Background: an optimization exercise with open tools, aiming at small area, a short achievable clock period and few clock cycles per item. Do not read the settings as production practice. Only simulation tests tie the RTL to the original design; equivalence was not proved.

==> flow/design.v <==
module m64p_unit (
    input  wire        clk,
    input  wire        rst,
    input  wire        in_valid,
    output wire        in_ready,
    input  wire [2:0]  in_kind,
    input  wire [3:0]  in_reg,
    input  wire [63:0] in_data,
    output reg         out_valid,
    output reg  [63:0] out_data
);
    localparam [63:0] PRNG_RESET_S0 = 64'h9E3779B97F4A7C15;
    localparam [63:0] PRNG_RESET_S1 = 64'hBF58476D1CE4E5B9;
    localparam [2:0] K_WRITE_REG  = 3'd0;
    localparam [2:0] K_READ_REG   = 3'd1;
    localparam [2:0] K_COMMAND    = 3'd2;
    localparam [2:0] K_READ_STAT  = 3'd3;
    localparam [2:0] K_READ_FAULT = 3'd4;
    localparam [7:0] OP_ADD     = 8'h01;
    localparam [7:0] OP_XOR     = 8'h02;
    localparam [7:0] OP_SHIFT   = 8'h03;
    localparam [7:0] OP_SHIFTI  = 8'h04;
    localparam [7:0] OP_MUL32   = 8'h05;
    localparam [7:0] OP_IMUL32  = 8'h06;
    localparam [7:0] OP_MUL     = 8'h07;
    localparam [7:0] OP_IMUL    = 8'h08;
    localparam [7:0] OP_DIVMOD  = 8'h09;
    localparam [7:0] OP_LDSTATE = 8'h10;
    localparam [7:0] OP_RDSTATE = 8'h11;
    localparam [7:0] OP_NEXT    = 8'h12;
    localparam [7:0] OP_DRAW32  = 8'h13;
    localparam [7:0] OP_PICK    = 8'h14;
    localparam [3:0] CAUSE_ILLEGAL = 4'd1;
    localparam [3:0] CAUSE_DIVZERO = 4'd2;
    localparam [3:0] CAUSE_EMPTY   = 4'd3;
    localparam [1:0] ST_IDLE = 2'd0;
    localparam [1:0] ST_EXEC = 2'd1;
    localparam [1:0] ST_MUL  = 2'd2;
    localparam [1:0] ST_DIV  = 2'd3;
    reg  [1:0]  state;
    reg  [2:0]  kind_q;
    reg  [3:0]  reg_q;
    reg  [63:0] data_q;
    reg  [63:0] W [0:15];
    reg  [63:0] s0, s1;
    reg         faulted;
    reg  [3:0]  cause;
    reg  [31:0] faultword;
    reg  [1:0]   mcnt;
    reg  [127:0] acc;
    reg  [4:0]   dcnt;
    reg  [31:0]  quo;
    reg  [31:0]  rem;
    reg  [31:0]  divisor;
    assign in_ready = (state == ST_IDLE);
    wire [31:0] cw   = data_q[31:0];
    wire [7:0]  op   = cw[31:24];
    wire [3:0]  rd   = cw[23:20];
    wire [3:0]  ra   = cw[19:16];
    wire [3:0]  rb   = cw[15:12];
    wire [3:0]  re   = cw[11:8];
    wire [7:0]  imm8 = cw[7:0];
    wire [3:0]  raddr_a = (kind_q == K_READ_REG) ? reg_q : ra;
    wire [63:0] opa = W[raddr_a];
    wire [63:0] opb = W[rb];
    reg        known;
    reg [31:0] mask;
    always @(*) begin
        known = 1'b1;
        mask  = 32'hFF000FFF;
        case (op)
            OP_ADD, OP_XOR, OP_SHIFT, OP_MUL32, OP_IMUL32, OP_IMUL, OP_DIVMOD:
                mask = 32'hFF000FFF;
            OP_SHIFTI:          mask = 32'hFF00FF00;
            OP_MUL:             mask = 32'hFF0000FF;
            OP_LDSTATE:         mask = 32'hFFF00FFF;
            OP_RDSTATE:         mask = 32'hFF0FF0FF;
            OP_NEXT, OP_DRAW32: mask = 32'hFF0FFFFF;
            OP_PICK:            mask = 32'hFF00FFFF;
            default: known = 1'b0;
        endcase
    end
    wire illegal = !known
                || ((cw & mask) != {op, 24'h000000})
                || (((op == OP_MUL) || (op == OP_RDSTATE)) && (rd == re));
    wire divzero = (op == OP_DIVMOD) && (opb[31:0] == 32'd0);
    wire empty   = (op == OP_PICK)   && (opa[31:0] == 32'd0);
    wire [31:0] sh_n   = (op == OP_SHIFT) ? opb[31:0] : {{24{imm8[7]}}, imm8};
    wire [31:0] sh_neg = 32'd0 - sh_n;
    reg  [63:0] sh_out;
    always @(*) begin
        if (sh_n == 32'd0)
            sh_out = opa;
        else if (!sh_n[31])
            sh_out = (sh_n > 32'd63) ? 64'd0 : (opa >> sh_n[5:0]);
        else
            sh_out = (sh_neg > 32'd63) ? 64'd0 : (opa << sh_neg[5:0]);
    end
    wire [63:0] px       = s0 ^ (s0 >> 23);
    wire [63:0] s1_next  = px ^ s1 ^ (px << 17) ^ (s1 << 26);
    wire [63:0] prng_out = s1_next + s1;
    reg  [31:0] mul_a, mul_b;
    always @(*) begin
        if (state == ST_MUL) begin
            mul_a = mcnt[1] ? opa[63:32] : opa[31:0];
            mul_b = mcnt[0] ? opb[63:32] : opb[31:0];
        end else begin
            mul_a = opa[31:0];
            mul_b = opb[31:0];
        end
    end
    wire [63:0] mul_p = mul_a * mul_b;
    reg [127:0] mul_term;
    always @(*) begin
        case (mcnt)
            2'd0:    mul_term = {64'd0, mul_p};
            2'd1:    mul_term = {32'd0, mul_p, 32'd0};
            2'd2:    mul_term = {32'd0, mul_p, 32'd0};
            default: mul_term = {mul_p, 64'd0};
        endcase
    end
    wire [127:0] acc_next = acc + mul_term;
    wire [32:0] div_trial = {rem[31:0], quo[31]} - {1'b0, divisor};
    wire        div_ge    = !div_trial[32];
    wire [31:0] rem_next  = div_ge ? div_trial[31:0] : {rem[30:0], quo[31]};
    wire [31:0] quo_next  = {quo[30:0], div_ge};
    reg        we0, we1;
    reg [3:0]  wa0, wa1;
    reg [63:0] wd0, wd1;
    always @(*) begin
        we0 = 1'b0; wa0 = rd; wd0 = 64'd0;
        we1 = 1'b0; wa1 = re; wd1 = 64'd0;
        case (state)
            ST_EXEC: begin
                if (kind_q == K_WRITE_REG) begin
                    we0 = 1'b1; wa0 = reg_q; wd0 = data_q;
                end else if (kind_q == K_COMMAND && !faulted && !illegal) begin
                    case (op)
                        OP_ADD:    begin we0 = 1'b1; wd0 = opa + opb; end
                        OP_XOR:    begin we0 = 1'b1; wd0 = opa ^ opb; end
                        OP_SHIFT,
                        OP_SHIFTI: begin we0 = 1'b1; wd0 = sh_out; end
                        OP_MUL32:  begin we0 = 1'b1; wd0 = mul_p; end
                        OP_IMUL32: begin we0 = 1'b1; wd0 = {32'd0, mul_p[31:0]}; end
                        OP_RDSTATE: begin
                            we0 = 1'b1; wd0 = s0;
                            we1 = 1'b1; wd1 = s1;
                        end
                        OP_NEXT:   begin we0 = 1'b1; wd0 = prng_out; end
                        OP_DRAW32: begin we0 = 1'b1; wd0 = {32'd0, prng_out[31:0]}; end
                        default: ;
                    endcase
                end
            end
            ST_MUL: begin
                if (mcnt == 2'd3) begin
                    if (op == OP_MUL) begin
                        we0 = 1'b1; wd0 = acc_next[127:64];
                        we1 = 1'b1; wd1 = acc_next[63:0];
                    end else begin
                        we0 = 1'b1; wd0 = acc_next[63:0];
                    end
                end
            end
            ST_DIV: begin
                if (dcnt == 5'd31) begin
                    we0 = 1'b1;
                    if (op == OP_DIVMOD)
                        wd0 = {quo_next, rem_next[31:0]};
                    else
                        wd0 = {32'd0, rem_next[31:0]};
                end
            end
            default: ;
        endcase
    end
    integer i;
    always @(posedge clk) begin
        if (rst) begin
            for (i = 0; i < 16; i = i + 1)
                W[i] <= 64'd0;
        end else begin
            for (i = 0; i < 16; i = i + 1) begin
                if (we0 && wa0 == i[3:0])
                    W[i] <= wd0;
                else if (we1 && wa1 == i[3:0])
                    W[i] <= wd1;
            end
        end
    end
    always @(posedge clk) begin
        if (rst) begin
            state     <= ST_IDLE;
            kind_q    <= 3'd0;
            reg_q     <= 4'd0;
            data_q    <= 64'd0;
            s0        <= PRNG_RESET_S0;
            s1        <= PRNG_RESET_S1;
            faulted   <= 1'b0;
            cause     <= 4'd0;
            faultword <= 32'd0;
            mcnt      <= 2'd0;
            acc       <= 128'd0;
            dcnt      <= 5'd0;
            quo       <= 32'd0;
            rem       <= 32'd0;
            divisor   <= 32'd0;
            out_valid <= 1'b0;
            out_data  <= 64'd0;
        end else begin
            out_valid <= 1'b0;
            case (state)
                ST_IDLE: begin
                    if (in_valid) begin
                        kind_q <= in_kind;
                        reg_q  <= in_reg;
                        data_q <= in_data;
                        state  <= ST_EXEC;
                    end
                end
                ST_EXEC: begin
                    state <= ST_IDLE;
                    case (kind_q)
                        K_READ_REG:   begin out_valid <= 1'b1; out_data <= opa; end
                        K_READ_STAT:  begin out_valid <= 1'b1; out_data <= {56'd0, cause, 3'd0, faulted}; end
                        K_READ_FAULT: begin out_valid <= 1'b1; out_data <= {32'd0, faultword}; end
                        K_COMMAND: begin
                            if (faulted) begin
                                out_valid <= 1'b1; out_data <= 64'd0;
                            end else if (illegal) begin
                                faulted   <= 1'b1;
                                cause     <= CAUSE_ILLEGAL;
                                faultword <= cw;
                                out_valid <= 1'b1; out_data <= 64'd0;
                            end else if (divzero || empty) begin
                                faulted   <= 1'b1;
                                cause     <= divzero ? CAUSE_DIVZERO : CAUSE_EMPTY;
                                faultword <= cw;
                                out_valid <= 1'b1; out_data <= 64'd0;
                            end else begin
                                case (op)
                                    OP_MUL, OP_IMUL: begin
                                        mcnt  <= 2'd0;
                                        acc   <= 128'd0;
                                        state <= ST_MUL;
                                    end
                                    OP_DIVMOD: begin
                                        quo     <= opa[31:0];
                                        rem     <= 32'd0;
                                        divisor <= opb[31:0];
                                        dcnt    <= 5'd0;
                                        state   <= ST_DIV;
                                    end
                                    OP_PICK: begin
                                        s0      <= s1;
                                        s1      <= s1_next;
                                        quo     <= prng_out[31:0];
                                        rem     <= 32'd0;
                                        divisor <= opa[31:0];
                                        dcnt    <= 5'd0;
                                        state   <= ST_DIV;
                                    end
                                    OP_LDSTATE: begin
                                        s0 <= opa;
                                        s1 <= opb;
                                        out_valid <= 1'b1; out_data <= 64'd0;
                                    end
                                    OP_NEXT, OP_DRAW32: begin
                                        s0 <= s1;
                                        s1 <= s1_next;
                                        out_valid <= 1'b1; out_data <= 64'd0;
                                    end
                                    default: begin
                                        out_valid <= 1'b1; out_data <= 64'd0;
                                    end
                                endcase
                            end
                        end
                        default: begin out_valid <= 1'b1; out_data <= 64'd0; end
                    endcase
                end
                ST_MUL: begin
                    acc  <= acc_next;
                    mcnt <= mcnt + 2'd1;
                    if (mcnt == 2'd3) begin
                        state     <= ST_IDLE;
                        out_valid <= 1'b1;
                        out_data  <= 64'd0;
                    end
                end
                ST_DIV: begin
                    quo  <= quo_next;
                    rem  <= rem_next;
                    dcnt <= dcnt + 5'd1;
                    if (dcnt == 5'd31) begin
                        state     <= ST_IDLE;
                        out_valid <= 1'b1;
                        out_data  <= 64'd0;
                    end
                end
            endcase
        end
    end
endmodule
==> flow/run.sh <==
#!/bin/bash
# synth_recipe.tcl (not shown) runs the flow's synth.tcl, then flattens the netlist and writes it again
# the make line also repeats each setting of config.mk as NAME=value (left out here)
make -C /OpenROAD-flow-scripts/flow DESIGN_CONFIG=/design/flow/config.mk WORK_HOME=/design/flow/orfs CLKGATE_MAP_FILE= SYNTH_SCRIPT=/design/flow/synth_recipe.tcl finish
==> flow/config.mk <==
export PLATFORM = sky130hd
export DESIGN_NAME = m64p_unit
export DESIGN_NICKNAME = m64p_unit
export VERILOG_FILES = /design/flow/design.v
export SDC_FILE = /design/flow/constraint.sdc
export NUM_CORES = 8
export LEC_CHECK = 0
export CAP_MARGIN = 30
export CORE_MARGIN = 2
export CORE_UTILIZATION = 22
export GPL_ROUTABILITY_DRIVEN = 1
export PLACE_DENSITY = 0.32
export SLEW_MARGIN = 20
==> flow/constraint.sdc <==
create_clock -name core_clock -period 18.0 [get_ports {clk}]
set_input_delay 3.6000 -clock core_clock [delete_from_list [all_inputs] [get_ports {clk}]]
set_output_delay 3.6000 -clock core_clock [all_outputs]
set_load 0.01 [all_outputs]
==> results_dict.tcl <==
set metrics [dict create \
    top_layer "met5" \
    wl_met3_um 162100 \
    drtIter0Drc 31831 \
    seq_area_frac_synth_pct 20.13 \
    synth_flop_cell "dfxtp_1" \
    skew_ns 0.2071 \
    ios 140 \
    start_util_pct 22.08 \
    drive_gt1_share_pct 15.51 \
    start_kind "flop" \
    critical-path-top-cell-by-count "buf_4" \
    drc_errors 0 \
    ant_nets 0 \
    ys_ff_latch 1562 \
    rows 308 \
    path_max_fanout 26 \
    timing.final.crit_share_pct 97.96 \
    netlist_instances 20309 \
    vias_per_cell 6.135 \
    synth_nets 21839 \
    dr.pass1.iters 10 \
    cap_violations 0 \
    final_cell_area_um2 189900 \
    fmax_ghz 0.05671 \
    nets 22371 \
    place_congestion 1.045 \
    worst_slew_pin_slew_ns 1.306 \
    syn2layout_area_growth_pct 22.24 \
    critPathKind "flop to flop" \
    syn_area_per_cell_um2 7.650 \
    hold_class "flop to flop" \
    slew_headroom_pct 12.95 \
    dp_hpwl_um 1107000 \
    finalHoldViolCount 0 \
    clk_latency_ns 1.21 \
    cts_htree_levels 4 \
    required_ns 19.00 \
    cts_buffers 223 \
    period_needed_ns 17.63 \
    avgRoutedWirePerCell_um 46.71 \
    async_flop_share_pct 0 \
    grt_overflow 0 \
    grt_antenna_before_repair 279 \
    critPathCaptureType "flop" \
    grtUsageTotal_pct 38.04 \
    grt_max_degree 141 \
    wl_met1_um 612700 \
    dieArea_um2 713000 \
    grt_pass1_vias 168917 \
    fp.dieH_um 844.4 \
    root_buffer "clkbuf_16" \
    wl_met2_um 544400 \
    status "no timing/DRC/antenna violations" \
    cts_tree "yes" \
    clockBufferDepth 4 \
    routed_wl_um 1424000 \
    slowest_stage "mux2_2" \
    place_area_um2 181300 \
    slew_viol_final 0 \
    final_core_util_pct 26.99 \
    cts.sinks 1562 \
    synth_edf_count 0 \
    vias 186975 \
    ys.warnings.count 2 \
    clkSlewWorstSetupHoldPaths_ns 0.06 \
    io_buffers 139 \
    rsz0062_at_grt "no" \
    netlist-cell-type-count 144 \
    hold_slack_ns 0.4563 \
    cp_data_arrival_time_ns 18.63 \
    synthesis.area_um2 155400 \
    slowest_delay_ns 0.90 \
    grt_pass1_wl_um 1812000 \
    die_w_um 844.4 \
    setup_viol 0 \
    core_area_um2 703700 \
]
[worst paths after layout]
check / from / endpoint / slack, ns / depth (start not counted)
worst max-delay path: reg_q[3] / W[1][32] / 0.37 / 65
worst min register to register: acc[80] / acc[80] / 0.46 / 2
worst max register to register: reg_q[3] / W[1][32] / 0.37 / 65
worst min-delay path: acc[80] / acc[80] / 0.46 / 2
[worst max-delay path: cells and delay by family (launching register included)]
kind / cells / cell delay [ns]
buffers and inverters: 22 / 3.64
AO/OA/AOI/OAI: 22 / 5.53
flip-flops: 1 / 0.74
multiplexers: 1 / 0.90
adder cells (fa/ha/maj): 10 / 4.48
AND/OR/NAND/NOR: 8 / 1.67
XOR/XNOR: 2 / 0.43
[flip-flops by register name, summed over array words and instances (netlist names), named ones only]
signal and flops:
faultword 32, out_valid 1, faulted 1, dcnt 5
W 1024, s0 64, s1 64, kind_q 3
quo 32, reg_q 4, divisor 32, cause 2
out_data 64, acc 128, data_q 64, mcnt 2
rem 32, state 2
[routing by layer]
layer	vias up	track usage, %
met1	96418	52.53
met3	2682	12.06
met2	13163	50.94
met5	-	0.1800
met4	94	22.71
li1	74618	-
[cell families (layout without fill, tap and decap cells)]
group / after synthesis / in the layout / share of synthesized area (%)
AO/OA/AOI/OAI: 6691 / 6691 / 30.60
XOR/XNOR: 494 / 494 / 2.785
adder cells (fa/ha/maj): 1456 / 1456 / 16.07
buffers and inverters: 3074 / 3791 / 7.985
flip-flops: 1562 / 1562 / 20.13
multiplexers: 509 / 509 / 3.625
other: 0 / 152 / 0
AND/OR/NAND/NOR: 6523 / 6524 / 18.81
[stage by stage]
step / instances / TNS [ns] / worst slack, ns
2_1_floorplan: 20309 / 0 / 3.587
3_3_place_gp: 29802 / -58.39 / -0.5836
3_5_place_dp: 29882 / -1.743 / -0.1227
4_1_cts: 30293 / 0 / 0.05334
5_1_grt: 30342 / 0 / 0.003615
6_report: 30479 / 0 / 0.3673
[cell type report]
| class | instances | area, um2 |
|---|---|---|
| Clock inverter | 85 | 1209 |
| Multi-Input combinational cell | 15674 | 114600 |
| Clock buffer | 326 | 6579 |
| Sequential cell | 1562 | 31300 |
| Fill cell | 77073 | 513800 |
| Timing Repair Buffer | 2199 | 19820 |
| Tap cell | 9300 | 11640 |
| Antenna cell | 152 | 380.4 |
| Inverter | 1181 | 4447 |
[layout by cell type, fill, tap and decap left out, types with 124 or more instances in the layout]
cell             count
buf_12             193
clkbuf_16          224
and2_1             132
nand2b_1           124
nand3_1            412
xor2_1             133
buf_4             1795
fa_1               898
a21oi_1           1284
a211oi_1          1579
mux2i_1            339
a21o_1             302
inv_1             1161
dfxtp_1           1548
a22oi_1            406
diode_2            152
nand4_1            184
ha_1               552
nor2_1            2672
o21ai_0            752
clkdlybuf4s50_1    138
nor3_1             411
o22ai_1            165
a221oi_1           159
o211ai_1           227
nand2_1           1812
a22o_1             248
xnor2_1            345
[what timing repair did]
action,in CTS,in global routing
setup endpoints to repair,93,587
buffers inserted,0,9
gates resized for setup,2,15
gates cloned,0,1
hold buffers,0,0
pin swaps,0,3
[Yosys cell counts (65+ instances only)]
cell type | number | area share (%)
fa_1 | 899 | 12
inv_1 | 1165 | 2.8
clkbuf_1 | 1423 | 3.4
a31oi_1 | 135 | 0.54
a311oi_1 | 90 | 0.51
o21bai_1 | 69 | 0.33
o22a_1 | 65 | 0.37
nand4_1 | 184 | 0.74
a21o_1 | 307 | 1.5
nand3b_1 | 78 | 0.38
o221ai_1 | 80 | 0.45
xor2_1 | 136 | 0.77
nand2_1 | 1838 | 4.4
xnor2_1 | 358 | 2.0
nor2b_1 | 80 | 0.32
o21ai_0 | 778 | 2.5
buf_2 | 266 | 0.86
a21oi_1 | 1316 | 4.2
mux2i_1 | 384 | 2.5
o31ai_1 | 92 | 0.44
and3_1 | 95 | 0.38
mux2_2 | 78 | 0.57
o211ai_1 | 227 | 1.1
dfxtp_1 | 1562 | 20
buf_1 | 110 | 0.27
o22ai_1 | 170 | 0.68
a22o_1 | 248 | 1.4
nor3_1 | 430 | 1.4
nor2_1 | 2719 | 6.6
ha_1 | 557 | 4.5
nor4_1 | 74 | 0.30
nand3_1 | 416 | 1.3
a221oi_1 | 163 | 0.92
o21a_1 | 67 | 0.32
a22oi_1 | 407 | 2.0
a222oi_1 | 102 | 0.66
and2_1 | 133 | 0.54
a211oi_1 | 1590 | 7.7
nand2b_1 | 124 | 0.50
o21ai_1 | 78 | 0.25
Testbench counts, summed over its fixed seeds: cycles 106,736, txns 16,168.

-- static timing again, ports no longer ideal --
How much do the figures lean on ideal ports? The routed layout below was timed once more, with nothing changed but the port constraints. Step 1 sets driving cells, clkbuf_16 on the clock port and buf_2 on the other inputs (assumed; they add their load-dependent delay and slew). Step 2 times the ports against the registers' clock, not the clock port: input delays grow and output delays shrink by t, the midpoint of the rising clock arrivals with the driver on. Three values: no drivers, after step 1, after step 2; two values: the first two.
shift t [ns]: 1.215
slack for setup (ns): 0.367 / 0.367 / 0.367
worst setup path after step 2: register to register
slew at the worst register clock pin (ns): 0.11 / 0.11
After both steps setup and hold are still met in this run. The setup slack of this run moves by 0.000 ns with the drivers and by 0.000 ns with both steps.
